What follows belongs to an exercise in optimizing a design on an open flow for small area, a short achievable clock period and few clock cycles per item; a production flow would make more cautious choices.
In this exercise RTL edits were held to simulation tests only and were not proved equivalent to the original.
No activity file was given, so power comes from the tool's default toggle rates.

== run A ==
==> flow/design.v (excerpt) <==
module xarm_codec_b (
    input  wire        clk,
    input  wire        rst,
    input  wire        req_valid,
    output wire        req_ready,
    input  wire [7:0]  req_op,
    input  wire [7:0]  req_cmd,
    input  wire [7:0]  req_id,
    input  wire [8:0]  req_len,
    input  wire [15:0] req_a,
    input  wire [15:0] req_b,
    input  wire        in_valid,
    output wire        in_ready,
    input  wire [7:0]  in_data,
    output wire        out_valid,
    input  wire        out_ready,
    output wire [7:0]  out_data,
    output wire        out_last,
    output wire        resp_valid,
    input  wire        resp_ready,
    output wire [7:0]  resp_status,
    output wire [7:0]  resp_arg,
    output wire [15:0] resp_lo,
    output wire [15:0] resp_hi,
    output wire [7:0]  resp_reason,
    output wire [7:0]  resp_byte,
    output wire [7:0]  resp_plen,
    output wire [8:0]  resp_len
);
    localparam [7:0] OP_ENC     = 8'h10;
    localparam [7:0] OP_TEMPLIM = 8'h15;
    localparam [7:0] OP_DEC     = 8'h18;
    localparam [7:0] OP_CHK     = 8'h19;
    localparam [7:0] CMD_MOVE    = 8'd1;
    localparam [7:0] CMD_MOVEW   = 8'd7;
    localparam [7:0] CMD_ID_READ = 8'd14;
    localparam [7:0] CMD_ANGLIM  = 8'd20;
    localparam [7:0] CMD_VINLIM  = 8'd22;
    localparam [7:0] CMD_TEMPLIM = 8'd24;
  ...
Size in the first run: ~1200 cells after synthesis, about 180 flip-flops, roughly 11000 µm² of cells after synthesis.
clock: 5.0 ns
lec_check: 0
cap_margin: 20
core_margin: 2
core_utilization: 60
place_density: 0.7
setup_slack_margin: 2.5
slew_margin: 20
standard.sh (not shown) runs the stock make flow with config.mk's settings and CLKGATE_MAP_FILE= SYNTH_SCRIPT=/design/flow/synth_recipe.tcl, a recipe that flattens the netlist after the stock synthesis.
==> flow/flow/run.sh <==
#!/bin/bash
# The standard layout, with plain buf_1 cells as the port buffers (every input
# and output port still gets its own buffer; repair may resize them).
set -euo pipefail
bash standard.sh "BUFFER_PORTS_ARGS=-buffer_cell sky130_fd_sc_hd__buf_1" finish > standard_flow.log 2>&1
In summary, run A completed successfully, with a layout that passed the timing, design-rule and antenna checks.
Testbench counts of run A, summed over its fixed seeds: cycles 27,536, items 3,200.
Input changes introduced in run B (baseline for comparison: run A):
- swapping 60 for 40 in CORE_UTILIZATION
- clearing PLACE_DENSITY, which used to be 0.7
- swapping 2.5 for 2.2 in SETUP_SLACK_MARGIN
## What came out
Across run B and run A, none had a timing, DRC or antenna violation.
Instance area at placement: run B vs run A up 1.3%
Of the two values seen for launching instance or port of the critical path, req_len[5] was produced by run B and out_ready by run A.
Compared with run A, in run B clock period minus final worst setup slack has increased, worst hold slack after final layout picked up an extra 6.6 ps, cell area went down 0.55%, half-perimeter wire length of the detailed placement result increased by about 10% relative to the old numbers.
Edits applied to the flow inputs when going from run B to run C:
- PLACE_DENSITY newly set to 0.7
- SETUP_SLACK_MARGIN changed from 2.2 to 2.4
- CORE_UTILIZATION changed from 40 to 60
--- outcome ---
- Core occupancy in the finished layout up 23 points in run C wrt run B
- ~same clock network area share in run C and run B
- Delta (run C minus run B): first-pass detailed-route iteration total went up 3; fmax went up 4.5%; share of total power in sequential cells went down 0.2 points; routed wire length on met2 went down about 11%.
- Changes observed in run C relative to run B: met2 track demand over resource moved up; clock skew moved down; wire length of the first global-routing pass moved down.
### run C -> run D
- changing CORE_UTILIZATION from 60 to 40
- removing PLACE_DENSITY (formerly 0.7)
--- outcome ---
Relative to run C, the signal arrival time at the worst endpoint of run D is higher by 1180 ps.
Between run C and run D, non-clock buffer count is lower for run C, run D comes in above that.
Reported for run C and run D, number of nets still failing antenna checks after routing turned out identical to the last digit.
Run D has sequential share of layout area below what run C had.
Looking at capturing element of the worst setup path, the r_len[8] result is from run D; the in_ready one comes from run C.
Critical path depth in run D is 6 higher than in run C
Diff run C -> run D: data-path buffer share of cell area in the final layout essentially unchanged; clock skew increased 6.2 ps; number of nets in the final layout essentially unchanged; design area increased 180 µm².
Side by side, total power divided by cell area turned out higher in run D than in run C.

==> afterwards: timing with drivers on the ports <==
How much do the figures lean on ideal ports? The routed layouts below were timed once more, with nothing changed but the port constraints.
Step 1, drivers: a clkbuf_16 drives clk and a buf_2 each remaining input, both assumed.
Step 2, shift: input delay + t, output delay - t, t = (earliest + latest rising clock arrival at the registers) / 2. This alone moves slack from input paths to output paths.
Slacks: ideal / step 1 / step 2; pairs: ideal / step 1.
| run | t (ns) | setup slack, ns | worst setup path at the end |
|---|---|---|---|
| run A | 0.484 | 2.515 / 2.490 / 2.130 | input to register |
| run B | 0.476 | 2.326 / 2.317 / 1.876 | input to register |
| run C | 0.483 | 2.440 / 2.407 / 2.079 | input to register |
| run D | 0.485 | 2.449 / 2.430 / 2.075 | input to register |
After both steps setup and hold are still met in every run listed. For run B, which loses most, drivers alone change the setup slack by -0.009 ns; drivers and shift together by -0.450 ns.
